What follows belongs to an exercise in optimizing a design on an open flow for small area, a short achievable clock period and few clock cycles; a production flow would make more cautious choices.
Where RTL was checked, it was by simulation tests only, not by an equivalence proof against the original.
No functional check of the RTL was part of runs 1 to 3.
Power figures rest on the tool's default switching activity, not on a simulated workload.

==> flow/design.v <==
module eclog_crc_step (
    input  wire [15:0] crc_in,
    input  wire [7:0]  data,
    output wire [15:0] crc_out
);
    wire [7:0] x  = crc_in[15:8] ^ data;
    wire [7:0] xs = x ^ {4'b0000, x[7:4]};
    assign crc_out = {crc_in[7:0], 8'h00} ^ {xs[3:0], 12'h000} ^ {3'b000, xs, 5'b00000} ^ {8'h00, xs};
endmodule
module eclog_core (
    input  wire        clk,
    input  wire        rst,
    input  wire        in_valid,
    input  wire [7:0]  in_data,
    output reg         in_ready,
    output reg         out_valid,
    output reg  [7:0]  out_data,
    input  wire        out_ready,
    output wire        mem_req,
    output reg         mem_we,
    output reg  [10:0] mem_addr,
    output reg  [7:0]  mem_wdata,
    input  wire        mem_ready,
    input  wire [7:0]  mem_rdata
);
    localparam [7:0] NL = 8'h0A;
    localparam [6:0] P_BOOT  = 7'd0;
    localparam [6:0] P_ENTRY = 7'd6;
    localparam [6:0] P_ADDR  = 7'd17;
    localparam [6:0] P_NOENT = 7'd37;
    localparam [6:0] P_INV   = 7'd65;
    localparam [6:0] P_FULL  = 7'd80;
    reg         e_msg;         
    reg         e_pay;         
    reg         e_hex;         
    reg         e_sel;         
    reg  [6:0]  ptr;
    reg  [5:0]  oslot;         
    reg  [5:0]  scan_slot;     
    reg         scan_done;     
    reg  [1:0]  sph;           
    reg  [15:0] crc;
    reg         wr_erase;
    reg         wr_probe;      
    reg  [5:0]  cursor;
    reg         boot;          
    reg  [3:0]  lst;           
    reg         disp;          
    reg         rs;            
    reg         e_msg_n, e_pay_n, e_hex_n, e_sel_n;
    reg  [6:0]  ptr_n;
    reg  [5:0]  oslot_n;
    reg  [5:0]  scan_slot_n;
    reg         scan_done_n;
    reg  [1:0]  sph_n;
    reg  [15:0] crc_n;
    reg         wr_erase_n, wr_probe_n;
    reg  [5:0]  cursor_n;
    reg         boot_n;
    reg  [3:0]  lst_n;
    reg         disp_n;
    reg         rs_n;
    reg         out_valid_n;
    reg  [7:0]  out_data_n;
    reg         mem_we_n;
    reg  [10:0] mem_addr_n;
    reg  [7:0]  mem_wdata_n;
    reg  [7:0]  rom_char;
    localparam integer ROM_LEN = 97;
    localparam [5*ROM_LEN-1:0] ROM_CODES = 485'b00000010000110001100101010011000011001110111101100000111000110010011111001010010101110000001000101001010110000011100100100011001000100101100000011011001110110100000001000001000111010101011110011000011100110010101001100101010001110001010001100111011110110000011001000100101100000011011000011011111110111000010110001110001100111001100101100100010000100000010001111001100100111101101001011110000011010100001110001110011001010100011100010100011001110111111011000000101010100011110111100010;
    wire [4:0]  rom_code = ROM_CODES[5*ptr +: 5];
    always @* begin
        case (rom_code)
            5'd0: rom_char = 8'h0A;
            5'd2: rom_char = 8'h42;
            5'd3: rom_char = 8'h20;
            5'd8: rom_char = 8'h21;
            5'd10: rom_char = 8'h2E;
            5'd11: rom_char = 8'h30;
            5'd17: rom_char = 8'h3A;
            5'd23: rom_char = 8'h45;
            5'd24: rom_char = 8'h58;
            5'd26: rom_char = 8'h49;
            5'd27: rom_char = 8'h4C;
            5'd28: rom_char = 8'h4D;
            5'd29: rom_char = 8'h4E;
            default: rom_char = {3'b011, rom_code};
        endcase
    end
    reg  [1:0]  rom_next;      
    always @* begin
        case (ptr)
            7'd5, 7'd64, 7'd79, 7'd96: rom_next = 2'd1;
            7'd16:                      rom_next = 2'd2;
            7'd36:                      rom_next = 2'd3;
            default:                    rom_next = 2'd0;
        endcase
    end
    wire [15:0] crc_next;
    eclog_crc_step u_crc (
        .crc_in (crc),
        .data   (mem_rdata),
        .crc_out(crc_next)
    );
    wire [2:0]  fidx = mem_addr[2:0] + 3'd1;
    reg  [7:0]  frame_byte;
    always @* begin
        if (wr_probe)
            case (fidx)
                3'd0: frame_byte = "p";
                3'd1: frame_byte = "r";
                3'd2: frame_byte = "o";
                3'd3: frame_byte = "b";
                3'd4: frame_byte = "e";
                3'd5: frame_byte = 8'h00;
                3'd6: frame_byte = 8'h9E;
                default: frame_byte = 8'h61;
            endcase
        else
            case (fidx)
                3'd0: frame_byte = "B";
                3'd1: frame_byte = "o";
                3'd2: frame_byte = "o";
                3'd3: frame_byte = "t";
                3'd4: frame_byte = 8'h00;
                3'd5: frame_byte = 8'hBA;
                default: frame_byte = 8'h1C;
            endcase
    end
    wire wr_last = wr_erase ? (mem_addr[10:6] == 5'd31)
                            : (mem_addr[2:0] == {2'b11, wr_probe});
    localparam [3:0] L_EMPTY = 4'd0;
    localparam [3:0] L_ERASE = 4'd5;
    localparam [3:0] L_WRITE = 4'd10;
    localparam [3:0] L_READ  = 4'd14;
    localparam [3:0] L_BAD   = 4'd15;
    localparam [8*16-1:0] L_EXP = {8'h00, 8'h00, "dae", 8'h00, "etir", 8'h00, "esar", 8'h00};
    wire [7:0]  l_exp = L_EXP[8*lst +: 8];
    reg  [3:0]  lst_adv;
    always @* begin
        if (lst == L_EMPTY)
            lst_adv = (in_data == "e") ? 4'd1 :
                      (in_data == "w") ? 4'd6 :
                      (in_data == "r") ? 4'd11 : L_BAD;
        else if (lst == L_ERASE || lst == L_WRITE || lst == L_READ || lst == L_BAD
                 || in_data != l_exp)
            lst_adv = L_BAD;
        else
            lst_adv = lst + 4'd1;
    end
    reg  [3:0] hex_nib;
    always @* begin
        case (ptr[1:0])
            2'd3:    hex_nib = {1'b0, oslot[4:2]};
            2'd2:    hex_nib = {oslot[1:0], 2'b00};
            default: hex_nib = 4'd0;
        endcase
    end
    wire [7:0] hex_char = (ptr[1:0] == 2'd0) ? NL :
                          (hex_nib < 4'd10) ? (8'h30 + {4'h0, hex_nib})
                                            : (8'h37 + {4'h0, hex_nib});
    wire [1:0] hex_first = (oslot[4:2] != 3'd0) ? 2'd3 :
                           (oslot[1:0] != 2'd0) ? 2'd2 : 2'd1;
    wire ce       = !out_valid || out_ready;       
    wire take     = in_valid && in_ready;
    wire is_nl    = (in_data == NL);
    wire mr       = mem_ready;
    wire rz       = (mem_rdata == 8'h00);
    wire m_hi     = (mem_rdata == crc[15:8]);
    wire m_lo     = (mem_rdata == crc[7:0]);
    wire scan_use = !mem_we && !e_pay && !scan_done && !rs;
    wire boot_go  = boot && scan_done;
    wire idle     = !(e_msg || e_pay || e_hex || e_sel);
    wire go_msg   = disp && (d_full || d_msg);
    wire go_sel   = disp && d_read;
    wire go_wr    = disp && d_wr;
    wire em_msg   = e_msg || go_msg;
    wire em_sel   = e_sel || go_sel;
    wire d_erase  = (lst == L_ERASE);
    wire d_write  = (lst == L_WRITE) && !cursor[5];
    wire d_full   = (lst == L_WRITE) && cursor[5];
    wire d_read   = (lst == L_READ);
    wire d_msg    = !(lst == L_EMPTY || lst == L_ERASE || lst == L_WRITE || lst == L_READ);
    wire d_wr     = d_erase || d_write;
    wire d_bump   = d_write && (cursor == scan_slot);    
    wire sel_entry = (oslot != scan_slot);         
    wire sel_go    = sel_entry || scan_done;
    wire hex_last  = (ptr[1:0] == 2'd0);
    wire [5:0] ss_inc = scan_slot + 6'd1;
    wire       ss_top = (scan_slot == 6'd31);
    wire sc_bad  = (sph == 2'd0) ? (rz ? (mem_addr[5:0] == 6'd0) : (mem_addr[5:0] == 6'd60))
                 : (sph == 2'd1) ? !m_hi : !m_lo;
    wire sc_good = (sph == 2'd2) && m_lo;
    always @* begin
        if (boot_go)
            mem_addr_n = scan_slot[5] ? 11'd0 : {scan_slot[4:0], 6'd0};
        else if (mem_we)
            mem_addr_n = !mr ? mem_addr :
                         wr_last ? {scan_slot[4:0], 6'd0} :           
                         wr_erase ? {mem_addr[10:6] + 5'd1, mem_addr[5:0]} :
                                    {mem_addr[10:3], fidx};
        else if (e_pay)
            mem_addr_n = !(mr && ce) ? mem_addr : {mem_addr[10:6], mem_addr[5:0] + 6'd1};
        else if (rs)
            mem_addr_n = {scan_slot[4:0], 6'd0};                     
        else if (go_wr)
            mem_addr_n = d_erase ? 11'd0 : {cursor[4:0], 6'd0};
        else if (e_msg && rom_next == 2'd2 && ce)
            mem_addr_n = {oslot[4:0], 6'd0};
        else if (scan_use && mr)
            mem_addr_n = (sph == 2'd2) ? {ss_inc[4:0], 6'd0}
                                       : {mem_addr[10:6], mem_addr[5:0] + 6'd1};
        else
            mem_addr_n = mem_addr;
        if (!scan_use) begin
            sph_n = 2'd0;
            crc_n = 16'hFFFF;
        end else if (!mr) begin
            sph_n = sph;
            crc_n = crc;
        end else begin
            case (sph)
                2'd0:    sph_n = (rz && mem_addr[5:0] != 6'd0) ? 2'd1 : 2'd0;
                2'd1:    sph_n = 2'd2;
                default: sph_n = 2'd0;
            endcase
            crc_n = (sph == 2'd0) ? crc_next : (sph == 2'd2) ? 16'hFFFF : crc;
        end
        if (boot_go) begin
            scan_slot_n = scan_slot[5] ? 6'd0 : ss_inc;
            scan_done_n = scan_slot[5] || ss_top;
        end else if (disp && d_erase) begin
            scan_slot_n = 6'd0;
            scan_done_n = 1'b1;
        end else if (disp && d_bump) begin
            scan_slot_n = ss_inc;
            scan_done_n = ss_top;
        end else if (scan_use && mr && sc_good) begin
            scan_slot_n = ss_inc;
            scan_done_n = ss_top;
        end else begin
            scan_slot_n = scan_slot;
            scan_done_n = scan_done || (scan_use && mr && sc_bad);
        end
        if (boot_go || go_wr)
            mem_we_n = 1'b1;
        else if (mem_we && mr && wr_last)
            mem_we_n = 1'b0;
        else
            mem_we_n = mem_we;
        if (mem_we) begin
            wr_erase_n  = wr_erase;
            wr_probe_n  = wr_probe;
            mem_wdata_n = (mr && !wr_erase) ? frame_byte : mem_wdata;
        end else begin
            wr_erase_n  = boot ? scan_slot[5] : d_erase;
            wr_probe_n  = !boot;
            mem_wdata_n = (boot ? scan_slot[5] : d_erase) ? 8'h00 : boot ? "B" : "p";
        end
        if (boot_go)
            cursor_n = scan_slot[5] ? 6'd0 : scan_slot;
        else if (disp && d_erase)
            cursor_n = 6'd0;
        else if (mem_we && mr && wr_last && !wr_erase)
            cursor_n = cursor + 6'd1;
        else
            cursor_n = cursor;
        boot_n = boot && !scan_done;
        lst_n = take ? (is_nl ? lst : lst_adv) : disp ? L_EMPTY : lst;
        disp_n = take && is_nl;
        rs_n   = e_pay && ce && mr && rz;
        if (!ce)
            out_data_n = out_data;
        else if (em_msg)
            out_data_n = rom_char;
        else if (e_pay)
            out_data_n = rz ? "." : mem_rdata;
        else if (e_hex)
            out_data_n = hex_char;
        else if (em_sel)
            out_data_n = sel_entry ? "L" : "N";
        else
            out_data_n = in_data;                           
        out_valid_n = !ce || take || em_msg || (e_pay && mr) || e_hex || (em_sel && sel_go);
        if (boot_go)
            ptr_n = P_BOOT;
        else if (em_sel)
            ptr_n = sel_entry ? P_ENTRY + 7'd1 : P_NOENT + 7'd1;
        else if (go_msg)
            ptr_n = ce ? ptr + 7'd1 : ptr;
        else if (idle)
            ptr_n = d_full ? P_FULL : P_INV;
        else if (!ce)
            ptr_n = ptr;
        else if (e_msg)
            ptr_n = (rom_next == 2'd2) ? P_ADDR + 7'd1 :
                    (rom_next == 2'd3) ? {5'd0, hex_first} : ptr + 7'd1;
        else if (e_hex)
            ptr_n = {ptr[6:2], ptr[1:0] - 2'd1};
        else
            ptr_n = ptr;
        e_msg_n = (boot_go && !scan_slot[5])
               || (em_msg && !(ce && rom_next != 2'd0))
               || (e_pay && ce && mr && rz)
               || (em_sel && ce && sel_go);
        e_pay_n = (e_msg && ce && rom_next == 2'd2)
               || (e_pay && !(ce && mr && rz));
        e_hex_n = (e_msg && ce && rom_next == 2'd3)
               || (e_hex && !(ce && hex_last));
        e_sel_n = (e_hex && ce && hex_last)
               || (em_sel && !(ce && sel_go));
        if (idle && !disp)
            oslot_n = 6'd0;
        else if (e_hex && ce && hex_last)
            oslot_n = oslot + 6'd1;
        else
            oslot_n = oslot;
    end
    assign mem_req = mem_we || e_pay || !scan_done;
    always @(posedge clk) begin
        if (rst) begin
            e_msg     <= 1'b0;
            e_pay     <= 1'b0;
            e_hex     <= 1'b0;
            e_sel     <= 1'b0;
            ptr       <= 7'd0;
            oslot     <= 6'd0;
            scan_slot <= 6'd0;
            scan_done <= 1'b0;
            sph       <= 2'd0;
            crc       <= 16'hFFFF;
            wr_erase  <= 1'b0;
            wr_probe  <= 1'b0;
            cursor    <= 6'd0;
            boot      <= 1'b1;
            lst       <= L_EMPTY;
            disp      <= 1'b0;
            rs        <= 1'b0;
            out_valid <= 1'b0;
            out_data  <= 8'h00;
            mem_we    <= 1'b0;
            mem_addr  <= 11'd0;
            mem_wdata <= 8'h00;
            in_ready  <= 1'b0;
        end else begin
            e_msg     <= e_msg_n;
            e_pay     <= e_pay_n;
            e_hex     <= e_hex_n;
            e_sel     <= e_sel_n;
            ptr       <= ptr_n;
            oslot     <= oslot_n;
            scan_slot <= scan_slot_n;
            scan_done <= scan_done_n;
            sph       <= sph_n;
            crc       <= crc_n;
            wr_erase  <= wr_erase_n;
            wr_probe  <= wr_probe_n;
            cursor    <= cursor_n;
            boot      <= boot_n;
            lst       <= lst_n;
            disp      <= disp_n;
            rs        <= rs_n;
            out_valid <= out_valid_n;
            out_data  <= out_data_n;
            mem_we    <= mem_we_n;
            mem_addr  <= mem_addr_n;
            mem_wdata <= mem_wdata_n;
            in_ready  <= !boot_n && !(e_msg_n || e_pay_n || e_hex_n || e_sel_n)
                         && !mem_we_n && !out_valid_n;
        end
    end
endmodule
==> flow/flow/run.sh <==
#!/bin/bash
# The standard layout (standard.sh, synthesis unchanged), with the
# input and output ports buffered by sky130_fd_sc_hd__buf_2 instead of the
# delay-cell buffer ORFS picks by default. make's full output goes to
# standard.log; ORFS keeps each step's log under orfs/logs/.
set -euo pipefail
export BUFFER_PORTS_ARGS="-buffer_cell sky130_fd_sc_hd__buf_2"
bash standard.sh > standard.log 2>&1
==> flow/standard.sh <==
#!/bin/bash
# synth_recipe.tcl (not shown) runs the flow's synth.tcl, then flattens the netlist and writes it again
# the make line also repeats each setting of config.mk as NAME=value (left out here)
make -C /OpenROAD-flow-scripts/flow DESIGN_CONFIG=/design/flow/config.mk WORK_HOME=/design/flow/orfs CLKGATE_MAP_FILE= SYNTH_SCRIPT=/design/flow/synth_recipe.tcl "${@:-finish}"
==> flow/config.mk <==
export PLATFORM = sky130hd
export DESIGN_NAME = eclog_core
export DESIGN_NICKNAME = eclog_core
export VERILOG_FILES = /design/flow/design.v
export SDC_FILE = /design/flow/constraint.sdc
export NUM_CORES = 4
export LEC_CHECK = 0
export ABC_AREA = 1
export CAP_MARGIN = 20
export CORE_MARGIN = 2
export CORE_UTILIZATION = 60
export PLACE_DENSITY = 0.75
export SETUP_SLACK_MARGIN = 4.3
export SLEW_MARGIN = 20
==> flow/constraint.sdc <==
create_clock -name core_clock -period 7.0 [get_ports {clk}]
set_input_delay 1.4000 -clock core_clock [delete_from_list [all_inputs] [get_ports {clk}]]
set_output_delay 1.4000 -clock core_clock [all_outputs]
set_load 0.01 [all_outputs]
==> results.tsv, run 1 <==
metric	value	unit
postSynthAreaPerCell	6.108	µm²
critPathLaunchType	primary input	
tns	0	ps
overflow	0	
total_power	1.753	mW
cts.path.max_buffers	2	
synth_ff_type	dfxtp_1	
synth_edf_count	0	
switching_power	0.6396	mW
fin_ws	4194	ps
cts_hold_buffers	0	
crit_start	mem_rdata[2]	
wl	22.71	mm
maxSlewViolCount	0	
pwr-share-comb	33.8	%
status	finished clean	
h-tree-depth	3	
wire_per_inst	16.04	µm
synth.most_common_cell	nand2_1	
ys_seq_area_share	23.65	%
die_w	114.8	µm
endpoint	scan_slot[0]	
num_vias	8454	
hold_viol	0	
critPathCaptureType	flip-flop	
min_path_type	flip-flop to flip-flop	
clk-insertion-delay-late	360	ps
stdcell_count	1416	
diodes	0	
hpwl	16.01	mm
grt_pass1_vias	7654	
dp_slack	3286	ps
drc	0	
pwr-share-clk	32.7	%
ys_top_cells_by_count	nand2_1 (274), inv_1 (136), nor2_1 (136), o21ai_0 (103), nand3_1 (95)	
crit_required	7230	ps
grt_pass1_wl	36.54	mm
first_iter_violations	850	
dieArea	0.01318	mm²
cts-root-buf	clkbuf_16	
cts_tree	yes	
rr_worst_depth	17	
p_seq_share	33.5	%
p_int	1.113	mW
hold_ws	459.6	ps
syn2layout_area_growth	16.66	%
io_pins	52	
whs_path_depth	2	
min_period	2806	ps
rows	40	
regToRegEndpoint	out_data[1]	
io_buffer_count	51	
core-area	0.01201	mm²
critPathKind	primary input to flip-flop	
r2r_setup_slack	4490	ps
grt_start_max_net_pins	36	
initial_core_util	61.32	%
synth_seq_cells	87	
register_area	0.001762	mm²
synth.net_count	1256	
antenna_found_initial	0	
multi_input_area	0.005151	mm²
finalSetupViolCount	0	
path_max_fanout	8	
viasPerCell	5.970	
power_density	204.0	mW/mm²
gp_congestion	0.9957	
placed_cells	1367	
max-vdd-ir-drop	0.1404	mV
synth_area_leaders	dfxtp_1 (24%), nand2_1 (14%), o21ai_0 (7.0%)	
die_y	114.8	µm
async_flop_share	0	%
synth_area	0.007366	mm²
post-route-period-util	40.08	%
ant_nets	0	
rr_startpoint	ptr[0]	
crit_arrival	3030	ps
maxCapViolations	0	
num-nets-final	1314	
yosys.cell_types.count	51	
fill_cells	1029	
cts_sinks	87	
track_usage	34.15	%
power_switching_share	36.49	%
yosys.area.top_type_share	23.65	%
worstMarginPinSlew	614.1	ps
skew	9.869	ps
slew_headroom	58.91	%
syn_inst	1206	
synth_largest_area_cell	dfxtp_1	
drt_pass1_iterations	6	
rsz0062_at_grt	true	
numCtsBuffers	9	
power_leakage	3.848	nW
drive_above_1_share	16.71	%
cts.clk_slew.worst_paths	60	ps
fmaxAchievable	0.3564	GHz
yosysWarningCount	1	
## registers in the layout (all words and copies together), names as in the netlist, 2 cells and up
name       count
lst            4
crc           16
mem_wdata      8
sph            2
cursor         6
ptr            7
mem_addr      11
out_data       8
scan_slot      6
oslot          6
## critical path, stage by stage
cell,delay (ps)
buf_12,110
xnor2_2,140
nand4_1,210
nor4_4,450
nand2_1,180
nand2_2,140
buf_12,110
nor2_4,60
o21ai_2,170
a21oi_1,70
## cell families after synthesis
kind of cell / synth area share [%]
flip-flops: 23.65
XOR/XNOR: 4.637
AO/OA/AOI/OAI: 20.43
adder cells (fa/ha/maj): 4.926
buffers and inverters: 10.11
AND/OR/NAND/NOR: 36.25
## routing by layer
| metal | vias up | GRT usage (%) | wire length (µm) |
|---|---|---|---|
| met5 | - | 0 | 0 |
| met4 | 0 | 16.22 | 775 |
| met3 | 73 | 5.061 | 1662 |
| met2 | 429 | 55.70 | 10700 |
| met1 | 3788 | 44.60 | 9572 |
| li1 | 4164 | - | - |
## power groups by stage
| stage | clock network (mW) | logic [mW] | registers, mW |
|---|---|---|---|
| floorplan | 0 | 0.407 | 0.583 |
| global placement | 0 | 0.518 | 0.595 |
| detailed placement | 0 | 0.522 | 0.595 |
| CTS | 0.576 | 0.536 | 0.585 |
| global route | 0.599 | 0.663 | 0.593 |
| finish | 0.572 | 0.593 | 0.588 |
## cell usage in the layout, fill, tap and decap left out, drive strengths merged, types with 4 or more instances in the layout
cell	count
clkbuf	12
inv	147
a32o	4
ha	29
o22ai	18
xnor2	19
nor3	21
or2	5
o211ai	14
nand2	284
nor2	148
nor4	14
nand3	99
o21ai	108
dfxtp	87
o2111ai	4
nand4	19
buf	83
a21oi	87
xor2	20
a31oi	15
## final cells by class
type	instances	share of cell area (%)
Clock inverter	5	1.209
Timing Repair inverter	1	0.08736
Tap cell	147	2.140
Sequential cell	87	20.50
Multi-Input combinational cell	933	59.94
Inverter	148	6.639
Clock buffer	11	2.825
Timing Repair Buffer	84	6.654
## what timing repair did
item,4_1_cts,5_1_grt
setup endpoints to repair,63,52
gates cloned,1,0
resized for setup,22,85
pin swaps,2,25
buffers inserted,3,29
## how the worst min path moves through the flow
stage | startpoint | to | slack, ps
2_1_floorplan | crc[12] | crc[12] | 460
3_3_place_gp | mem_wdata[5] | mem_wdata[5] | 450
3_5_place_dp | mem_wdata[2] | mem_wdata[2] | 450
4_1_cts | mem_wdata[2] | mem_wdata[2] | 460
5_1_grt | mem_wdata[4] | mem_wdata[4] | 480
6_report | mem_wdata[2] | mem_wdata[2] | 460
## stage by stage
| stage | area, µm² | utilization [%] |
|---|---|---|
| after CTS | 8073 | 67.21 |
| after detailed placement | 7624 | 63.47 |
| after floorplan | 7366 | - |
| after global routing | 8593 | 71.54 |
| final | 8593 | 71.54 |
| after global placement | 7624 | 63.47 |
==> inputs of run 2 (changes only) <==
--- a/flow/design.v
+++ b/flow/design.v
@@ -18,3 +18,3 @@
     input  wire        out_ready,
-    output wire        mem_req,
+    output reg         mem_req,
     output reg         mem_we,
@@ -44,2 +44,3 @@
     reg         wr_probe;      
+    reg         erased;        
     reg  [5:0]  cursor;
@@ -61,2 +62,3 @@
     reg         disp_n;
+    reg         erased_n;
     reg         rs_n;
@@ -129,3 +131,4 @@
     end
-    wire wr_last = wr_erase ? (mem_addr[10:6] == 5'd31)
+    wire [5:0]  er_next = {1'b0, mem_addr[10:6]} + 6'd1;
+    wire wr_last = wr_erase ? (wr_probe ? (er_next == cursor) : (mem_addr[10:6] == 5'd31))
                             : (mem_addr[2:0] == {2'b11, wr_probe});
@@ -183,3 +186,4 @@
     wire d_msg    = !(lst == L_EMPTY || lst == L_ERASE || lst == L_WRITE || lst == L_READ);
-    wire d_wr     = d_erase || d_write;
+    wire d_erase_wr = d_erase && !(erased && cursor == 6'd0);    
+    wire d_wr     = d_erase_wr || d_write;
     wire d_bump   = d_write && (cursor == scan_slot);    
@@ -256,3 +260,3 @@
             wr_erase_n  = boot ? scan_slot[5] : d_erase;
-            wr_probe_n  = !boot;
+            wr_probe_n  = !boot && (!d_erase || erased);
             mem_wdata_n = (boot ? scan_slot[5] : d_erase) ? 8'h00 : boot ? "B" : "p";
@@ -261,6 +265,4 @@
             cursor_n = scan_slot[5] ? 6'd0 : scan_slot;
-        else if (disp && d_erase)
-            cursor_n = 6'd0;
-        else if (mem_we && mr && wr_last && !wr_erase)
-            cursor_n = cursor + 6'd1;
+        else if (mem_we && mr && wr_last)
+            cursor_n = wr_erase ? 6'd0 : cursor + 6'd1;
         else
@@ -268,2 +270,3 @@
         boot_n = boot && !scan_done;
+        erased_n = erased || (boot_go && scan_slot[5]) || (disp && d_erase);
         lst_n = take ? (is_nl ? lst : lst_adv) : disp ? L_EMPTY : lst;
@@ -318,3 +321,2 @@
     end
-    assign mem_req = mem_we || e_pay || !scan_done;
     always @(posedge clk) begin
@@ -337,2 +339,3 @@
             disp      <= 1'b0;
+            erased    <= 1'b0;
             rs        <= 1'b0;
@@ -344,2 +347,3 @@
             in_ready  <= 1'b0;
+            mem_req   <= 1'b1;
         end else begin
@@ -361,2 +365,3 @@
             disp      <= disp_n;
+            erased    <= erased_n;
             rs        <= rs_n;
@@ -369,2 +374,3 @@
                          && !mem_we_n && !out_valid_n;
+            mem_req   <= mem_we_n || e_pay_n || !scan_done_n;
         end
==> results.tsv, run 2 <==
metric	value	unit
post_dp_cell_area	0.007774	mm²
diodes	0	
cts.clk_slew.worst_paths	70	ps
hpwl	16.58	mm
path_max_fanout	8	
postSynthAreaPerCell	5.999	µm²
largest_reg_flops	16	
top_usage_layer	met2	
maxSlewViolCount	0	
overflow	0	
synth_area	0.007487	mm²
cts-root-buf	clkbuf_16	
crit_arrival	2960	ps
synth_ff_type	dfxtp_1	
yosys.cell_types.count	46	
h-tree-depth	3	
grt_pass1_wl	37.78	mm
yosysWarningCount	1	
hold_ws	459.9	ps
min_path_type	flip-flop to flip-flop	
worstMarginPinSlew	794.2	ps
total_power	1.772	mW
final_common_cell	nand2_1	
dieArea	0.01339	mm²
register_area	0.001807	mm²
drive_above_1_share	16.32	%
initial_core_util	61.82	%
finalSetupViolCount	0	
grt_use_met3	7.584	%
track_usage	34.80	%
yosys.area.top_type_share	23.80	%
top_regs	crc (16), mem_addr (11)	
cts_hold_buffers	0	
cts_tree	yes	
cts.path.max_buffers	2	
drt_pass1_iterations	8	
synth_largest_area_cell	dfxtp_1	
fmaxAchievable	0.3753	GHz
crit_required	7290	ps
synth_seq_cells	89	
gr-usage-met2	52.87	%
hold_viol	0	
largest_register	crc	
syn2layout_area_growth	15.93	%
cp.buffers_inverters	4	
synth_edf_count	0	
maxCapViolations	0	
slowest_delay	220	ps
layout_common_cells	nand2_1 (284), inv_1 (142), nor2_1 (119)	
grt_start_max_net_pins	33	
num-nets-final	1349	
power_density	204.1	mW/mm²
wl	23.54	mm
clk-insertion-delay-late	360	ps
cp_top_family	simple AND/OR/NAND/NOR gates	
cts_sinks	89	
cp_cell_sequence	buf_2 -> nor2_4 -> buf_6 -> clkinvlp_4 -> buf_4 -> a21oi_1 -> nor3_2 -> nand3_1 -> nand2_2 -> nor3b_1	
async_flop_share	0	%
die_w	115.7	µm
viasPerCell	5.946	
worst_path_max_delay_cell	nor2_4	
status	finished clean	
power_leakage	4.031	nW
critPathKind	primary input to flip-flop	
synth.most_common_cell	nand2_1	
antenna_found_initial	0	
skew	8.732	ps
gp_congestion	0.9695	
multi_input_area	0.005211	mm²
wire_per_inst	15.98	µm
post-route-period-util	38.07	%
max-vdd-ir-drop	0.1801	mV
syn_inst	1248	
fin_area	0.008680	mm²
ant_nets	0	
ys_top_cells_by_count	nand2_1 (301), inv_1 (150), nor2_1 (133), o21ai_0 (98), nand3_1 (93)	
core-area	0.01211	mm²
min_period	2665	ps
critPathCaptureType	flip-flop	
rows	40	
drc	0	
synth_area_leaders	dfxtp_1 (24%), nand2_1 (15%), inv_1 (7.5%)	
numCtsBuffers	9	
ys_seq_area_share	23.80	%
die_y	115.7	µm
slew_headroom	46.92	%
synth.net_count	1297	
first_iter_violations	980	
num_vias	8759	
io_buffer_count	51	
fill_cells	1089	
io_pins	52	
r2r_setup_slack	4370	ps
grt_pass1_vias	7895	
use_met1	48.66	%
rsz0062_at_grt	true	
tns	0	ps
critPathLaunchType	primary input	
run 2: worst paths after layout:
kind | from | to | cells past startpoint
max | out_ready | mem_addr[3] | 10
min | mem_wdata[2] | mem_wdata[2] | 2
min reg2reg | mem_wdata[2] | mem_wdata[2] | 2
max reg2reg | ptr[1] | out_data[0] | 17
run 2: area by class of cell:
type	instances	area share, %
clock buffers	10	2.638
clock inverters	6	1.038
multi-input cells	953	60.04
flip-flops and latches	89	20.82
inverters	165	7.337
repair buffers	81	5.651
repair inverters	1	0.05766
well taps	168	2.422
run 2: report_power, final:
group | total [mW] | switching, mW | internal, mW
combinational | 0.629 | 0.407 | 0.223
sequential | 0.608 | 0.0597 | 0.548
clock | 0.535 | 0.220 | 0.315
total | 1.77 | 0.686 | 1.09
run 2: cell families (layout without fill, tap and decap cells):
| family | count (synthesis) | count (layout) | share of synthesized area, % |
|---|---|---|---|
| DFF | 89 | 89 | 23.80 |
| buffers and inverters | 206 | 263 | 10.80 |
| and+or+nand+nor | 615 | 615 | 35.56 |
| adders and majority gates | 28 | 28 | 4.679 |
| AOI/OAI and AO/OA | 269 | 269 | 20.37 |
| xor gates and xnor gates | 41 | 41 | 4.796 |
run 2: per-stage QoR:
| step | instances | utilization (%) | setup slack [ps] |
|---|---|---|---|
| after floorplan | 1248 | - | 4302 |
| after detailed placement | 1427 | 64.18 | 3013 |
| after global routing | 1473 | 71.66 | 4232 |
| after global placement | 1427 | 64.18 | 3064 |
| after CTS | 1447 | 67.79 | 4303 |
| final | 1473 | 71.66 | 4335 |
run 2: what timing repair did:
item	4_1_cts	5_1_grt
setup buffers	3	26
resized for setup	30	78
pin swaps	3	25
setup endpoints to repair	64	50
cloned	1	0
run 2: worst reg2reg max path: cells and delay by family, from the launching register on:
kind            cells  cell delay (ps)
buf+inv             3              380
flops               1              390
compound gates      1              120
simple gates       12             1330
fa+ha+maj           1              350
run 2: metal layers:
metal  part of all wire (%)  wire length, µm
met5                      0                0
met4                    2.8              662
met3                    9.9             2342
met2                     43            10180
met1                     44            10350
==> inputs of run 3 (changes only) <==
--- a/flow/design.v
+++ b/flow/design.v
@@ -132,3 +132,3 @@
     wire [5:0]  er_next = {1'b0, mem_addr[10:6]} + 6'd1;
-    wire wr_last = wr_erase ? (wr_probe ? (er_next == cursor) : (mem_addr[10:6] == 5'd31))
+    wire wr_last = wr_erase ? (er_next == cursor)
                             : (mem_addr[2:0] == {2'b11, wr_probe});
@@ -260,3 +260,3 @@
             wr_erase_n  = boot ? scan_slot[5] : d_erase;
-            wr_probe_n  = !boot && (!d_erase || erased);
+            wr_probe_n  = !boot;
             mem_wdata_n = (boot ? scan_slot[5] : d_erase) ? 8'h00 : boot ? "B" : "p";
@@ -264,3 +264,5 @@
         if (boot_go)
-            cursor_n = scan_slot[5] ? 6'd0 : scan_slot;
+            cursor_n = scan_slot;
+        else if (disp && d_erase && !erased)
+            cursor_n = 6'd32;
         else if (mem_we && mr && wr_last)
==> results.tsv, run 3 <==
metric	value	unit
ys_seq_area_share	23.07	%
cts.path.max_buffers	2	
path_max_fanout	8	
post-route-period-util	37.40	%
synth.net_count	1324	
skew	3.207	ps
cts.clk_slew.worst_paths	60	ps
pwr-share-clk	25.6	%
post_dp_cell_area	0.007968	mm²
cp_cell_sequence	inv_4 -> ha_4 -> inv_1 -> nand2_1 -> nand3_1 -> nand3_1 -> nand3_2 -> nor2_2 -> nor2_4 -> nor2_1 -> nand2_1 -> nor2_4 -> nor2_4 -> buf_4 -> nand4_1 -> nand3_1 -> a21oi_2	
num-nets-final	1376	
synth_mux_area_share	0	%
synth_ff_type	dfxtp_1	
largest_register	crc	
synth-compound-area-share	21.78	%
hpwl	17.73	mm
synth-xor-area-share	4.310	%
grt_pass1_vias	7911	
power_leakage	4.040	nW
drt-met1-wl	11.15	mm
layout_common_cells	nand2_1 (296), inv_1 (156), nor2_1 (109)	
initial_core_util	61.44	%
maxSlewViolCount	0	
power_density	204.8	mW/mm²
p_seq_share	35.1	%
num_vias	9032	
fin_area	0.008841	mm²
worst_path_max_delay_cell	dfxtp_4	
maxCapViolations	0	
synth_area_leaders	dfxtp_1 (23%), nand2_1 (15%), inv_1 (7.8%)	
first_iter_violations	1308	
ant_nets	0	
crit_start	ptr[0]	
clk-insertion-delay-late	340	ps
max-vdd-ir-drop	0.1676	mV
crit_required	7280	ps
critPathKind	flip-flop to flip-flop	
tns	0	ps
syn2layout_area_growth	14.48	%
largest_reg_flops	16	
gp_congestion	0.9644	
rr_worst_depth	17	
grt_start_max_net_pins	38	
h-tree-depth	3	
die_y	117.5	µm
dieArea	0.01379	mm²
drt_pass1_iterations	8	
wl	24.76	mm
top_layer	met4	
syn_inst	1274	
crit_arrival	2900	ps
wl_met2	10.87	mm
drc	0	
drive_above_1_share	15.70	%
cts-root-buf	clkbuf_16	
io_buffer_count	51	
rr_startpoint	ptr[0]	
hold_viol	0	
synth_edf_count	0	
die_w	117.5	µm
finalSetupViolCount	0	
cp_num_cells	17	
numCtsBuffers	9	
top_regs	crc (16), mem_addr (11)	
antenna_found_initial	0	
cp_top_family	simple AND/OR/NAND/NOR gates	
synth_adder_area_share	4.699	%
synth_top_family_by_area	simple AND/OR/NAND/NOR gates	
pwr-share-comb	39.4	%
synth_area	0.007722	mm²
critPathCaptureType	flip-flop	
diodes	0	
status	finished clean	
rsz0062_at_grt	true	
yosys.area.top_type_share	23.07	%
wl_met3	2.188	mm
fmaxAchievable	0.3820	GHz
viasPerCell	6.009	
hp-start	mem_wdata[3]	
cp.buffers_inverters	3	
power_switching_share	40.53	%
rows	41	
ys_top_cells_by_count	nand2_1 (305), inv_1 (161), nor2_1 (125), o21ai_0 (110), nand3_1 (100)	
yosys.area_share.simple	34.61	%
async_flop_share	0	%
regToRegEndpoint	out_data[2]	
io_pins	52	
worstMarginPinSlew	661.4	ps
r2r_setup_slack	4380	ps
slew_headroom	55.80	%
critPathLaunchType	flip-flop	
min_period	2618	ps
yosysWarningCount	1	
final_common_cell	nand2_1	
postSynthAreaPerCell	6.062	µm²
yosys.cell_types.count	51	
core-area	0.01257	mm²
cts_hold_buffers	0	
wire_per_inst	16.47	µm
synth_largest_area_cell	dfxtp_1	
min_path_type	flip-flop to flip-flop	
cts_tree	yes	
p_int	1.077	mW
synth_seq_cells	89	
endpoint	out_data[2]	
synth.most_common_cell	nand2_1	
grt_pass1_wl	38.81	mm
track_usage	33.60	%
slowest_delay	420	ps
switching_power	0.7340	mW
overflow	0	
cts_sinks	89	
==> run 3: repair_timing <==
| action | 4_1_cts | 5_1_grt |
|---|---|---|
| endpoints found under the setup margin | 52 | 72 |
| cloned | 1 | 1 |
| buffers inserted | 5 | 28 |
| pin swaps | 2 | 14 |
| resized for setup | 23 | 68 |
==> run 3: metal layers <==
metal / track usage [%] / vias to the layer above
li1: - / 4352
met1: 49.06 / 4126
met2: 50.91 / 496
met3: 5.572 / 58
met4: 9.789 / 0
met5: 0 / -
==> run 3: worst min path at each step <==
stage	cells past startpoint	endpoint	slack, ps
global route	2	mem_wdata[3]	490
finish	2	mem_wdata[3]	460
global placement	2	mem_wdata[2]	450
floorplan	2	crc[12]	460
detailed placement	2	mem_wdata[2]	460
CTS	2	mem_wdata[2]	470
==> run 3: area by class of cell <==
cell class,instances,area (µm²)
Inverter,169,656.9
Multi-Input combinational cell,972,5343
Clock buffer,12,256.5
Timing Repair Buffer,84,530.5
Fill cell,1185,3727
Timing Repair inverter,1,5.005
Clock inverter,4,27.53
Tap cell,172,215.2
Sequential cell,89,1807
==> run 3: per-stage QoR <==
stage / total power, mW / utilization (%) / hold slack (ps) / setup WS [ps] / cells
CTS: 1.723 / 66.41 / 466.4 / 4269 / 1474
finish: 1.811 / 70.34 / 464.0 / 4382 / 1503
global route: 1.919 / 70.34 / 486.4 / 4219 / 1503
global placement: 1.256 / 63.39 / 451.2 / 3739 / 1452
floorplan: 1.105 / - / 458.9 / 4278 / 1274
detailed placement: 1.263 / 63.39 / 456.0 / 3656 / 1452
==> run 3: kinds of logic (layout without fill, tap and decap cells) <==
group	count (synthesis)	in the layout
simple gates	616	616
compound gates	288	289
buf+inv	214	270
flops	89	89
xor+xnor	38	38
fa+ha+maj	29	29
==> run 3: worst reg2reg max path: cells and delay by family (launching register included) <==
kind            cells  cell delay (ps)
fa+ha+maj           1              310
flops               1              420
buf+inv             3              300
compound gates      1              140
simple gates       12             1380
==> run 3: power by group through the flow <==
stage	logic [mW]	clock network (mW)	registers, mW
5_1_grt	0.790	0.488	0.641
6_report	0.713	0.463	0.635
3_5_place_dp	0.622	0	0.641
3_3_place_gp	0.615	0	0.642
4_1_cts	0.629	0.463	0.631
2_1_floorplan	0.488	0	0.616
==> inputs of run 4 (changes only) <==
--- a/flow/design.v
+++ b/flow/design.v
@@ -44,3 +44,2 @@
     reg         wr_probe;      
-    reg         erased;        
     reg  [5:0]  cursor;
@@ -62,3 +61,2 @@
     reg         disp_n;
-    reg         erased_n;
     reg         rs_n;
@@ -71,22 +69,4 @@
     localparam integer ROM_LEN = 97;
-    localparam [5*ROM_LEN-1:0] ROM_CODES = 485'b00000010000110001100101010011000011001110111101100000111000110010011111001010010101110000001000101001010110000011100100100011001000100101100000011011001110110100000001000001000111010101011110011000011100110010101001100101010001110001010001100111011110110000011001000100101100000011011000011011111110111000010110001110001100111001100101100100010000100000010001111001100100111101101001011110000011010100001110001110011001010100011100010100011001110111111011000000101010100011110111100010;
-    wire [4:0]  rom_code = ROM_CODES[5*ptr +: 5];
-    always @* begin
-        case (rom_code)
-            5'd0: rom_char = 8'h0A;
-            5'd2: rom_char = 8'h42;
-            5'd3: rom_char = 8'h20;
-            5'd8: rom_char = 8'h21;
-            5'd10: rom_char = 8'h2E;
-            5'd11: rom_char = 8'h30;
-            5'd17: rom_char = 8'h3A;
-            5'd23: rom_char = 8'h45;
-            5'd24: rom_char = 8'h58;
-            5'd26: rom_char = 8'h49;
-            5'd27: rom_char = 8'h4C;
-            5'd28: rom_char = 8'h4D;
-            5'd29: rom_char = 8'h4E;
-            default: rom_char = {3'b011, rom_code};
-        endcase
-    end
+    localparam [8*ROM_LEN-1:0] ROM_TEXT = 776'h0A216C6C756620676F6C203A726F7272450A217475706E692064696C61766E490A21646E756F662073656972746E6520676F6C2064696C6176206F4E5830203A737365726464612079726F6D654D202E203A7972746E6520676F4C0A2E746F6F42;
+    always @* rom_char = ROM_TEXT[8*ptr +: 8];
     reg  [1:0]  rom_next;      
@@ -131,4 +111,3 @@
     end
-    wire [5:0]  er_next = {1'b0, mem_addr[10:6]} + 6'd1;
-    wire wr_last = wr_erase ? (er_next == cursor)
+    wire wr_last = wr_erase ? (mem_addr[10:6] == 5'd31)
                             : (mem_addr[2:0] == {2'b11, wr_probe});
@@ -186,4 +165,3 @@
     wire d_msg    = !(lst == L_EMPTY || lst == L_ERASE || lst == L_WRITE || lst == L_READ);
-    wire d_erase_wr = d_erase && !(erased && cursor == 6'd0);    
-    wire d_wr     = d_erase_wr || d_write;
+    wire d_wr     = d_erase || d_write;
     wire d_bump   = d_write && (cursor == scan_slot);    
@@ -264,7 +242,7 @@
         if (boot_go)
-            cursor_n = scan_slot;
-        else if (disp && d_erase && !erased)
-            cursor_n = 6'd32;
-        else if (mem_we && mr && wr_last)
-            cursor_n = wr_erase ? 6'd0 : cursor + 6'd1;
+            cursor_n = scan_slot[5] ? 6'd0 : scan_slot;
+        else if (disp && d_erase)
+            cursor_n = 6'd0;
+        else if (mem_we && mr && wr_last && !wr_erase)
+            cursor_n = cursor + 6'd1;
         else
@@ -272,3 +250,2 @@
         boot_n = boot && !scan_done;
-        erased_n = erased || (boot_go && scan_slot[5]) || (disp && d_erase);
         lst_n = take ? (is_nl ? lst : lst_adv) : disp ? L_EMPTY : lst;
@@ -341,3 +318,2 @@
             disp      <= 1'b0;
-            erased    <= 1'b0;
             rs        <= 1'b0;
@@ -367,3 +343,2 @@
             disp      <= disp_n;
-            erased    <= erased_n;
             rs        <= rs_n;
--- a/flow/config.mk
+++ b/flow/config.mk
@@ -12,3 +12,3 @@
 export PLACE_DENSITY = 0.75
-export SETUP_SLACK_MARGIN = 4.3
+export SETUP_SLACK_MARGIN = 4.7
 export SLEW_MARGIN = 20
==> results.tsv, run 4 <==
metric	value	unit
status	finished clean	
io_pins	52	
cts-root-buf	clkbuf_16	
hold_ws	462.2	ps
yosys.area.top_type_share	22.31	%
track_usage	36.18	%
synth_area	0.007898	mm²
hpwl	18.28	mm
slew_headroom	51.03	%
viasPerCell	6.034	
min_period	2444	ps
synth_area_leaders	dfxtp_1 (22%), nand2_1 (17%), nand3_1 (7.6%)	
cts.path.max_buffers	2	
num-nets-final	1445	
critPathLaunchType	primary input	
ys_seq_area_share	22.31	%
antenna_found_initial	0	
wire_per_inst	17.19	µm
overflow	0	
fmaxAchievable	0.4092	GHz
dieArea	0.01410	mm²
finalSetupViolCount	0	
hold_viol	0	
layout_common_cells	nand2_1 (347), inv_1 (147), nor2_1 (134)	
syn_inst	1329	
cp_top_family	buffers and inverters	
gp_congestion	0.9774	
worst_path_max_delay_cell	o21ai_0	
largest_reg_flops	16	
cts_tree	yes	
synth_edf_count	0	
grt_start_max_net_pins	31	
r2r_setup_slack	4800	ps
drt_pass1_iterations	8	
cp_cell_sequence	buf_8 -> nor2_4 -> clkinvlp_4 -> buf_4 -> buf_4 -> o21ai_0 -> inv_1 -> nand2_1 -> inv_1	
rows	41	
num_vias	9455	
top_regs	crc (16), mem_addr (11)	
synth_seq_cells	88	
clk-insertion-delay-late	360	ps
grt_pass1_wl	41.48	mm
cts_hold_buffers	0	
synth.most_common_cell	nand2_1	
largest_register	crc	
die_y	118.7	µm
rr_worst_depth	12	
drc	0	
core-area	0.01272	mm²
maxSlewViolCount	0	
path_max_fanout	5	
die_w	118.7	µm
min_path_type	flip-flop to flip-flop	
power_density	141.1	mW/mm²
postSynthAreaPerCell	5.942	µm²
crit_required	7270	ps
yosysWarningCount	1	
syn2layout_area_growth	17.93	%
grt_pass1_vias	8142	
rsz0062_at_grt	true	
worstMarginPinSlew	731.8	ps
cp.buffers_inverters	6	
cts_sinks	88	
critPathCaptureType	flip-flop	
async_flop_share	0	%
fin_area	0.009314	mm²
diodes	0	
wl	26.94	mm
first_iter_violations	1375	
drive_above_1_share	18.85	%
tns	0	ps
post_dp_cell_area	0.008168	mm²
cp_num_cells	9	
whs_path_depth	2	
power_leakage	4.538	nW
yosys.cell_types.count	50	
slowest_delay	250	ps
max-vdd-ir-drop	0.1503	mV
ys_top_cells_by_count	nand2_1 (367), inv_1 (153), nor2_1 (148), nand3_1 (120), a21oi_1 (93)	
synth_ff_type	dfxtp_1	
io_buffer_count	51	
h-tree-depth	3	
post-route-period-util	34.91	%
synth.net_count	1384	
numCtsBuffers	9	
cts.clk_slew.worst_paths	70	ps
ant_nets	0	
initial_core_util	62.08	%
critPathKind	primary input to flip-flop	
synth_largest_area_cell	dfxtp_1	
crit_arrival	2710	ps
maxCapViolations	0	
skew	9.792	ps
final_common_cell	nand2_1	
==> run 4: cell count changes after synthesis, moves of 13 or more <==
| cell | delta |
|---|---|
| a31oi_1 | -15 |
| nand2_1 | +62 |
| nand3_1 | +20 |
| nor2_1 | +23 |
| nor3_1 | -13 |
| o21ai_0 | -18 |
==> run 4: path summary, 6_finish.rpt <==
check                             startpoint      endpoint
worst max-delay path               out_ready   out_data[4]
worst min-delay path            mem_wdata[7]  mem_wdata[7]
worst max register to register        ptr[0]   out_data[2]
worst min register to register  mem_wdata[7]  mem_wdata[7]
==> run 4: final cells by class <==
class | count | area [µm²]
Multi-Input combinational cell | 1032 | 5663
Fill cell | 1103 | 3408
Sequential cell | 88 | 1809
Inverter | 173 | 679.4
Timing Repair Buffer | 84 | 604.3
Clock buffer | 10 | 239.0
Tap cell | 172 | 215.2
Clock inverter | 6 | 91.34
Timing Repair inverter | 2 | 12.51
==> run 4: power breakdown <==
group          internal, mW  switching, mW  total, mW
clock                 0.324          0.221      0.545
combinational        0.0888          0.143      0.231
sequential            0.516         0.0211      0.538
total                 0.930          0.384       1.31
==> run 4: logic make-up (layout without fill, tap and decap cells) <==
family | count (synthesis) | after routing | share of synthesized area (%)
AO/OA/AOI/OAI | 248 | 248 | 17.36
buffers and inverters | 213 | 275 | 11.28
flip-flops | 88 | 88 | 22.31
AND/OR/NAND/NOR | 724 | 728 | 40.99
XOR/XNOR | 22 | 22 | 2.678
adder cells (fa/ha/maj) | 34 | 34 | 5.387
==> run 4: worst reg2reg max path, cell delays in order (launching register included) <==
cell and delay, ps:
dfxtp_4 400, inv_1 220, ha_2 370, inv_1 180, o21ai_0 250, nor2_1 80, nor2_1 110, nor2_1 60
nand3_1 70, nand3_1 170, nand3_1 130, nand2_1 70, inv_1 50
==> run 4: metal layers <==
layer | part of all wire [%] | vias to the layer above | GRT usage, %
met5 | 0 | - | 0
met1 | 40 | 4261 | 49.67
li1 | - | 4469 | -
met2 | 46 | 632 | 56.00
met4 | 3.5 | 0 | 13.02
met3 | 11 | 93 | 7.384
==> run 4: per-stage QoR <==
step / util (%) / total power [mW] / setup WS, ps / instances
after global routing: 73.21 / 1.358 / 4514 / 1567
final: 73.21 / 1.314 / 4557 / 1567
after global placement: 64.20 / 0.7224 / 3733 / 1514
after CTS: 68.71 / 1.271 / 4648 / 1550
after detailed placement: 64.20 / 0.7251 / 3678 / 1514
after floorplan: - / 0.6738 / 4679 / 1329
==> run 4: what timing repair did <==
action | in CTS | in global routing
setup endpoints to repair | 79 | 68
pin swaps | 6 | 41
gates resized for setup | 39 | 134
gates cloned | 4 | 2
buffers inserted | 16 | 15
Testbench counts of run 4, summed over its fixed seeds: cycles 45,479.
==> inputs of run 5 (changes only) <==
--- a/flow/config.mk
+++ b/flow/config.mk
@@ -12,3 +12,3 @@
 export PLACE_DENSITY = 0.75
-export SETUP_SLACK_MARGIN = 4.7
+export SETUP_SLACK_MARGIN = 4.5
 export SLEW_MARGIN = 20
==> results.tsv, run 5 <==
metric	value	unit
critPathLaunchType	flip-flop	
dieArea	0.01410	mm²
grt_start_max_net_pins	31	
track_usage	34.22	%
rows	41	
die_w	118.7	µm
synth.net_count	1384	
max-vdd-ir-drop	0.1303	mV
wl	24.20	mm
skew	9.528	ps
grt_pass1_vias	7878	
cp_top_family	flip-flops	
diodes	0	
postSynthAreaPerCell	5.942	µm²
grt_pass1_wl	39.27	mm
layout_common_cells	nand2_1 (364), inv_1 (149), nor2_1 (144)	
core-area	0.01272	mm²
synth_area	0.007898	mm²
synth_edf_count	0	
dp_slack	3567	ps
wire_per_inst	15.62	µm
r2r_setup_slack	4600	ps
synth_seq_cells	88	
ys_seq_area_share	22.31	%
cts-root-buf	clkbuf_16	
syn_inst	1329	
syn2layout_area_growth	10.35	%
synth.most_common_cell	nand2_1	
synth_area_leaders	dfxtp_1 (22%), nand2_1 (17%), nand3_1 (7.6%)	
cts.clk_slew.worst_paths	70	ps
cts_sinks	88	
cp_num_cells	1	
worst_path_max_delay_cell	dfxtp_1	
top_regs	crc (16), mem_addr (11)	
power_leakage	4.279	nW
post-route-period-util	35.04	%
drt_pass1_iterations	8	
whs_path_depth	2	
h-tree-depth	3	
status	finished clean	
crit_required	5600	ps
final_common_cell	nand2_1	
antenna_found_initial	0	
first_iter_violations	1202	
power_density	143.0	mW/mm²
async_flop_share	0	%
hpwl	17.85	mm
cp.buffers_inverters	1	
die_y	118.7	µm
tns	0	ps
gp_congestion	0.9771	
drc	0	
total_power	1.246	mW
rsz0062_at_grt	false	
yosysWarningCount	1	
io_buffer_count	51	
finalSetupViolCount	0	
synth_largest_area_cell	dfxtp_1	
cp_cell_sequence	buf_2	
yosys.area.top_type_share	22.31	%
largest_reg_flops	16	
cts.path.max_buffers	2	
slowest_delay	500	ps
synth_ff_type	dfxtp_1	
crit_arrival	1050	ps
fmaxAchievable	0.4077	GHz
hold_viol	0	
num-nets-final	1427	
viasPerCell	5.797	
largest_register	crc	
worstMarginPinSlew	713.5	ps
initial_core_util	62.08	%
rr_worst_depth	14	
num_vias	8980	
numCtsBuffers	9	
min_period	2453	ps
io_pins	52	
fin_ws	4547	ps
maxCapViolations	0	
min_path_type	flip-flop to flip-flop	
critPathKind	flip-flop to output pin	
path_max_fanout	9	
ant_nets	0	
cts_tree	yes	
overflow	0	
slew_headroom	52.37	%
post_dp_cell_area	0.008149	mm²
maxSlewViolCount	0	
yosys.cell_types.count	50	
ys_top_cells_by_count	nand2_1 (367), inv_1 (153), nor2_1 (148), nand3_1 (120), a21oi_1 (93)	
fin_area	0.008715	mm²
clk-insertion-delay-late	360	ps
final_util	68.50	%
critPathCaptureType	output pin	
drive_above_1_share	13.07	%
==> run 5: changes by cell type in the layout (fill, tap and decap cells not counted), moves of 7 or more <==
cell / delta
nand2_2: -13
dfxtp_1: +16
o21ai_0: +10
nor2_4: -8
buf_2: +9
buf_6: -9
nand2_1: +17
o21ai_1: -7
dfxtp_4: -7
nor2_1: +10
buf_4: -13
dfxtp_2: -9
==> run 5: power breakdown <==
group / total (mW) / switching, mW / internal, mW / leakage [nW]
combinational: 0.189 / 0.119 / 0.0704 / 3.41
sequential: 0.538 / 0.0207 / 0.517 / 0.720
clock: 0.519 / 0.236 / 0.284 / 0.149
==> run 5: cell families (layout without fill, tap and decap cells) <==
family	after synthesis	after routing	share of synthesized area (%)
compound gates	248	248	17.36
xor+xnor	22	22	2.678
fa+ha+maj	34	34	5.387
simple gates	724	725	40.99
flops	88	88	22.31
buf+inv	213	260	11.28
==> run 5: what timing repair did <==
action                                  CTS  global route
pin swaps                                 2             3
gates resized for setup                  13            22
endpoints found under the setup margin   54            42
hold buffers                              0             0
cloned                                    3             0
buffers inserted                          4            12
==> run 5: per-layer routing <==
metal,vias to the layer above,global-route usage (%),part of all wire (%)
met5,-,0,0
met4,0,12.28,3.3
met3,65,7.963,11
met2,492,52.95,44
met1,3987,46.43,42
li1,4436,-,-
==> run 5: layout make-up <==
type	count	area, µm²
Clock inverter	7	88.84
Clock buffer	9	225.2
Multi-Input combinational cell	1029	5330
Tap cell	172	215.2
Sequential cell	88	1772
Fill cell	1211	4008
Timing Repair Buffer	69	395.4
Inverter	173	675.6
Timing Repair inverter	2	12.51
==> run 5: final timing paths <==
check,from,endpoint
worst max-delay path,mem_addr[1],mem_addr[1]
worst min-delay path,mem_wdata[4],mem_wdata[4]
worst max register to register,ptr[1],out_data[4]
worst min register to register,mem_wdata[4],mem_wdata[4]
==> run 5: per-stage QoR <==
stage	instances	hold slack, ps
after floorplan	1329	457.9
after global routing	1549	480.9
final	1549	463.2
after CTS	1537	463.4
after detailed placement	1514	452.6
after global placement	1514	454.5
==> inputs of run 6 (changes only) <==
--- a/flow/design.v
+++ b/flow/design.v
@@ -44,2 +44,3 @@
     reg         wr_probe;      
+    reg         erased;        
     reg  [5:0]  cursor;
@@ -61,2 +62,3 @@
     reg         disp_n;
+    reg         erased_n;
     reg         rs_n;
@@ -111,3 +113,4 @@
     end
-    wire wr_last = wr_erase ? (mem_addr[10:6] == 5'd31)
+    wire [5:0]  er_next = {1'b0, mem_addr[10:6]} + 6'd1;
+    wire wr_last = wr_erase ? (wr_probe ? (er_next == cursor) : (mem_addr[10:6] == 5'd31))
                             : (mem_addr[2:0] == {2'b11, wr_probe});
@@ -165,3 +168,4 @@
     wire d_msg    = !(lst == L_EMPTY || lst == L_ERASE || lst == L_WRITE || lst == L_READ);
-    wire d_wr     = d_erase || d_write;
+    wire d_erase_wr = d_erase && !(erased && cursor == 6'd0);    
+    wire d_wr     = d_erase_wr || d_write;
     wire d_bump   = d_write && (cursor == scan_slot);    
@@ -238,3 +242,3 @@
             wr_erase_n  = boot ? scan_slot[5] : d_erase;
-            wr_probe_n  = !boot;
+            wr_probe_n  = !boot && (!d_erase || erased);
             mem_wdata_n = (boot ? scan_slot[5] : d_erase) ? 8'h00 : boot ? "B" : "p";
@@ -243,6 +247,4 @@
             cursor_n = scan_slot[5] ? 6'd0 : scan_slot;
-        else if (disp && d_erase)
-            cursor_n = 6'd0;
-        else if (mem_we && mr && wr_last && !wr_erase)
-            cursor_n = cursor + 6'd1;
+        else if (mem_we && mr && wr_last)
+            cursor_n = wr_erase ? 6'd0 : cursor + 6'd1;
         else
@@ -250,2 +252,3 @@
         boot_n = boot && !scan_done;
+        erased_n = erased || (boot_go && scan_slot[5]) || (disp && d_erase);
         lst_n = take ? (is_nl ? lst : lst_adv) : disp ? L_EMPTY : lst;
@@ -318,2 +321,3 @@
             disp      <= 1'b0;
+            erased    <= 1'b0;
             rs        <= 1'b0;
@@ -343,2 +347,3 @@
             disp      <= disp_n;
+            erased    <= erased_n;
             rs        <= rs_n;
--- a/flow/config.mk
+++ b/flow/config.mk
@@ -12,3 +12,3 @@
 export PLACE_DENSITY = 0.75
-export SETUP_SLACK_MARGIN = 4.5
+export SETUP_SLACK_MARGIN = 4.4
 export SLEW_MARGIN = 20
==> results.tsv, run 6 <==
metric	value	unit
cp_cell_sequence	buf_2	
synth_ff_type	dfxtp_1	
yosys.area.top_type_share	23.18	%
synth_area	0.007686	mm²
total_power	1.576	mW
finalSetupViolCount	0	
layout_common_cells	nand2_1 (278), inv_1 (135), nor2_1 (117)	
cts.clk_slew.worst_paths	70	ps
postSynthAreaPerCell	6.189	µm²
ys_seq_area_share	23.18	%
gp_congestion	1.016	
critPathCaptureType	output pin	
crit_required	5600	ps
synth_mux_area_share	0	%
min_path_type	flip-flop to flip-flop	
synth_area_leaders	dfxtp_1 (23%), nand2_1 (14%), o21ai_0 (6.9%)	
crit_arrival	1110	ps
ant_nets	0	
critPathLaunchType	flip-flop	
largest_reg_flops	16	
synth_adder_area_share	5.698	%
drive_above_1_share	14.60	%
ys_top_cells_by_count	nand2_1 (284), inv_1 (140), nor2_1 (123), o21ai_0 (106), a21oi_1 (99)	
max-vdd-ir-drop	0.1148	mV
wl_met3	1.942	mm
syn2layout_area_growth	11.22	%
hp-start	mem_wdata[7]	
cts_hold_buffers	0	
wl_met2	10.84	mm
regToRegEndpoint	ptr[3]	
async_flop_share	0	%
post-route-period-util	35.88	%
hpwl	17.32	mm
r2r_setup_slack	4530	ps
io_pins	52	
core-area	0.01257	mm²
largest_register	crc	
initial_core_util	61.15	%
fmaxAchievable	0.3982	GHz
power_density	184.4	mW/mm²
die_w	117.2	µm
yosysWarningCount	1	
wire_per_inst	16.33	µm
whs_path_depth	2	
slowest_delay	550	ps
synth_top_family_by_area	simple AND/OR/NAND/NOR gates	
h-tree-depth	3	
final_common_cell	nand2_1	
min_period	2511	ps
clk-insertion-delay-late	360	ps
die_y	117.2	µm
first_iter_violations	1014	
fill_cells	1170	
slew_headroom	53.08	%
worstMarginPinSlew	702.1	ps
path_max_fanout	11	
numCtsBuffers	9	
yosys.cell_types.count	58	
synth.most_common_cell	nand2_1	
syn_inst	1242	
rr_worst_depth	11	
power_leakage	3.870	nW
yosys.area_share.simple	34.84	%
synth_seq_cells	89	
hold_end	mem_wdata[7]	
num-nets-final	1339	
rsz0062_at_grt	true	
drt_pass1_iterations	6	
cp_top_family	flip-flops	
io_buffer_count	51	
synth_largest_area_cell	dfxtp_1	
skew	12.92	ps
wl	23.84	mm
rr_startpoint	lst[3]	
overflow	0	
maxCapViolations	0	
synth-compound-area-share	21.81	%
synth.net_count	1298	
maxSlewViolCount	0	
track_usage	35.00	%
rows	41	
cts.path.max_buffers	2	
antenna_found_initial	0	
top_layer	met4	
synth-xor-area-share	3.874	%
critPathKind	flip-flop to output pin	
diodes	0	
cp.buffers_inverters	1	
cts-root-buf	clkbuf_16	
hold_ws	459.8	ps
cts_sinks	89	
status	finished clean	
num_vias	8662	
viasPerCell	5.933	
tns	0	ps
drt-met1-wl	9.898	mm
top_regs	crc (16), mem_addr (11)	
grt_pass1_wl	37.85	mm
drc	0	
hold_viol	0	
cts_tree	yes	
worst_path_max_delay_cell	dfxtp_1	
dieArea	0.01373	mm²
synth_edf_count	0	
grt_start_max_net_pins	38	
grt_pass1_vias	7715	
## run 6: changes by cell type after synthesis, sizes merged, moves of 4 or more
| cell | delta |
|---|---|
| o21ai | +16 |
| nand3 | -31 |
| or2 | +8 |
| a21oi | +6 |
| nor3 | +4 |
| nand2 | -86 |
| o211ai | +4 |
| a31oi | +11 |
| nand4 | -4 |
| o22ai | +8 |
| nor4 | +6 |
| inv | -15 |
| nor2 | -28 |
| xor2 | +12 |
## run 6: logic make-up (layout without fill, tap and decap cells)
| kind of cell | count (synthesis) | after routing |
|---|---|---|
| fa+ha+maj | 35 | 35 |
| compound gates | 294 | 294 |
| flops | 89 | 89 |
| buf+inv | 200 | 246 |
| simple gates | 590 | 590 |
| xor+xnor | 34 | 34 |
## run 6: layer usage
metal	vias to the layer above	global-route usage, %
li1	4229	-
met4	0	18.35
met5	-	0
met3	102	5.664
met1	3855	44.63
met2	476	56.97
## run 6: through the flow
step / std cells / area, µm² / util, % / setup WS, ps
2_1_floorplan: 1242 / 7686 / - / 4407
3_3_place_gp: 1426 / 7968 / 63.39 / 3606
3_5_place_dp: 1426 / 7968 / 63.39 / 3576
4_1_cts: 1450 / 8323 / 66.22 / 4411
5_1_grt: 1460 / 8548 / 68.01 / 4390
6_report: 1460 / 8548 / 68.01 / 4489
## run 6: area by class of cell
class	count	area (µm²)	share of cell area, %
Clock inverter	5	40.04	0.4684
Timing Repair Buffer	70	400.4	4.684
Sequential cell	89	1797	21.02
Tap cell	172	215.2	2.518
Clock buffer	11	232.7	2.722
Inverter	158	614.3	7.187
Timing Repair inverter	2	12.51	0.1464
Multi-Input combinational cell	953	5236	61.26
## run 6: worst max-delay path by stage
stage | from | to | slack, ps | cells past startpoint
after floorplan | out_ready | mem_addr[2] | 4410 | 10
after global placement | rst | oslot[2] | 3610 | 6
after detailed placement | rst | oslot[1] | 3580 | 6
after CTS | mem_addr[6] | mem_req | 4410 | 18
after global routing | mem_rdata[7] | mem_req | 4390 | 12
final | mem_addr[1] | mem_addr[1] | 4490 | 1
## run 6: repair_timing
action | in CTS | in global routing
gates cloned | 1 | 1
endpoints found under the setup margin | 42 | 43
pin swaps | 2 | 4
buffers inserted | 7 | 9
gates resized for setup | 10 | 41
## run 6: worst register-to-register path: stages (launching register included)
cell     delay [ps]
dfxtp_1         620
inv_1           230
nand3_4         210
nand2_1         120
o22ai_2         160
nand2_4         110
nand2_4         210
inv_2           130
nand3_2         120
nand2_4         100
o21ai_0         190
o211a_1         200
## run 6: power by group
part           switching, mW  internal [mW]  leakage (nW)  total (mW)
clock                  0.219          0.243         0.122       0.462
combinational          0.323          0.181          3.02       0.504
sequential            0.0603          0.550         0.729       0.611
total                  0.602          0.974          3.87        1.58
Testbench counts of run 6, summed over its fixed seeds: cycles 44,568.
==> inputs of run 7 (changes only) <==
--- a/flow/config.mk
+++ b/flow/config.mk
@@ -12,3 +12,3 @@
 export PLACE_DENSITY = 0.75
-export SETUP_SLACK_MARGIN = 4.4
+export SETUP_SLACK_MARGIN = 4.5
 export SLEW_MARGIN = 20
==> results.tsv, run 7 <==
metric	value	unit
status	finished clean	
critPathCaptureType	flip-flop	
worstMarginPinSlew	608.0	ps
diodes	0	
synth_area	0.007686	mm²
power_switching_share	36.83	%
cts_sinks	89	
hold_ws	462.6	ps
layout_common_cells	nand2_1 (275), inv_1 (133), nor2_1 (115)	
max-vdd-ir-drop	0.1245	mV
path_max_fanout	6	
syn_inst	1242	
ys_seq_area_share	23.18	%
postSynthAreaPerCell	6.189	µm²
min_period	2471	ps
syn2layout_area_growth	12.52	%
pwr-share-clk	31.2	%
skew	8.978	ps
initial_core_util	61.15	%
critPathLaunchType	primary input	
ant_nets	0	
die_w	117.2	µm
min_path_type	flip-flop to flip-flop	
antenna_found_initial	0	
yosys.cell_types.count	58	
synth_edf_count	0	
grt_pass1_vias	7514	
clk-insertion-delay-late	360	ps
crit_required	7220	ps
cts.path.max_buffers	2	
overflow	0	
yosys.area.top_type_share	23.18	%
rsz0062_at_grt	true	
core-area	0.01257	mm²
drt_pass1_iterations	6	
die_y	117.2	µm
dieArea	0.01373	mm²
fmaxAchievable	0.4046	GHz
viasPerCell	5.832	
hpwl	17.44	mm
p_int	1.032	mW
gp_congestion	0.9950	
ys_top_cells_by_count	nand2_1 (284), inv_1 (140), nor2_1 (123), o21ai_0 (106), a21oi_1 (99)	
io_buffer_count	51	
numCtsBuffers	9	
cts_tree	yes	
track_usage	34.75	%
first_iter_violations	935	
slew_headroom	59.42	%
maxCapViolations	0	
async_flop_share	0	%
grt_start_max_net_pins	38	
h-tree-depth	3	
hold_viol	0	
pwr-share-comb	31.4	%
grt_pass1_wl	37.38	mm
synth.net_count	1298	
maxSlewViolCount	0	
top_regs	crc (16), mem_addr (11)	
synth_largest_area_cell	dfxtp_1	
p_seq_share	37.4	%
wire_per_inst	16.33	µm
wl	23.88	mm
synth_area_leaders	dfxtp_1 (23%), nand2_1 (14%), o21ai_0 (6.9%)	
final_common_cell	nand2_1	
synth_ff_type	dfxtp_1	
power_leakage	3.950	nW
critPathKind	primary input to flip-flop	
largest_register	crc	
power_density	188.8	mW/mm²
finalSetupViolCount	0	
crit_arrival	2690	ps
io_pins	52	
tns	0	ps
yosysWarningCount	1	
synth.most_common_cell	nand2_1	
cts-root-buf	clkbuf_16	
num-nets-final	1342	
num_vias	8532	
rows	41	
post-route-period-util	35.31	%
largest_reg_flops	16	
switching_power	0.6014	mW
synth_seq_cells	89	
cts.clk_slew.worst_paths	70	ps
drive_above_1_share	16.11	%
drc	0	
-- run 7: path summary, 6_finish.rpt --
check               start      endpoint  slack (ps)  depth (start not counted)
max reg2reg        lst[3]   out_data[4]        4600                         11
min          mem_wdata[7]  mem_wdata[7]         460                          2
max             out_ready   mem_addr[1]        4530                         11
min reg2reg  mem_wdata[7]  mem_wdata[7]         460                          2
-- run 7: final cells by class --
class,instances,area [µm²]
Sequential cell,89,1803
Timing Repair inverter,2,12.51
Fill cell,1143,3920
Multi-Input combinational cell,953,5259
Timing Repair Buffer,73,429.2
Clock inverter,4,51.30
Tap cell,172,215.2
Clock buffer,12,256.5
Inverter,158,621.8
-- run 7: power by group through the flow --
| stage | clock network, mW | logic (mW) | registers (mW) |
|---|---|---|---|
| after floorplan | 0 | 0.355 | 0.602 |
| after global placement | 0 | 0.465 | 0.617 |
| after detailed placement | 0 | 0.469 | 0.617 |
| after CTS | 0.510 | 0.477 | 0.608 |
| after global routing | 0.532 | 0.574 | 0.617 |
| final | 0.510 | 0.512 | 0.611 |
-- run 7: what timing repair did --
| action | in CTS | in global routing |
|---|---|---|
| buffers inserted | 3 | 16 |
| hold buffers | 0 | 0 |
| gates cloned | 1 | 1 |
| pin swaps | 1 | 16 |
| gates resized for setup | 17 | 55 |
| setup endpoints to repair | 65 | 51 |
-- run 7: worst max-delay path: stages --
cell and delay (ps):
buf_2 100, nor2_4 50, nor2_1 180, nand2_2 150
buf_4 190, nand3_1 140, nand2_1 110, o21ai_2 190
nor2_1 60, nand2_1 60, a21oi_1 50
-- run 7: through the flow --
step	worst slack (ps)	area (µm²)	utilization, %	total power [mW]	instances
3_5_place_dp	3626	7980	63.49	1.086	1426
3_3_place_gp	3637	7980	63.49	1.082	1426
5_1_grt	4412	8648	68.81	1.723	1463
2_1_floorplan	4503	7699	-	0.9574	1242
6_report	4529	8648	68.81	1.633	1463
4_1_cts	4408	8354	66.47	1.594	1446
-- run 7: cells by family after synthesis --
group / after synthesis / share of synthesized area (%)
simple gates: 590 / 34.84
flops: 89 / 23.18
buf+inv: 200 / 10.60
compound gates: 294 / 21.81
xor+xnor: 34 / 3.874
fa+ha+maj: 35 / 5.698
-- run 7: routing by layer --
| layer | up-vias | global-route usage [%] | wire length (µm) |
|---|---|---|---|
| li1 | 4222 | - | - |
| met1 | 3820 | 44.37 | 9883 |
| met2 | 409 | 57.43 | 11260 |
| met3 | 81 | 5.870 | 1808 |
| met4 | 0 | 15.84 | 928 |
| met5 | - | 0 | 0 |

-- re-timing with driven ports --
In the flow no input, the clock included, has a driving cell. The finished layouts below were timed again as built, in two steps. Step 1 sets driving cells, clkbuf_16 on the clock port and buf_2 on the other inputs (assumed; they add their load-dependent delay and slew). Step 2 times the ports against the registers' clock, not the clock port: input delays grow and output delays shrink by t, the midpoint of the rising clock arrivals with the driver on. Slacks: no drivers / after step 1 / after step 2; pairs: no drivers / after step 1.
run	t, ns	slack for setup (ns)
run 1	0.394	4.194 / 4.185 / 3.791
run 2	0.398	4.335 / 4.338 / 3.947
run 3	0.381	4.382 / 4.378 / 4.046
run 4	0.400	4.556 / 4.558 / 4.158
run 5	0.397	4.547 / 4.505 / 4.274
run 6	0.397	4.489 / 4.446 / 4.139
run 7	0.396	4.529 / 4.493 / 4.151
After both steps every run listed still meets setup and hold.
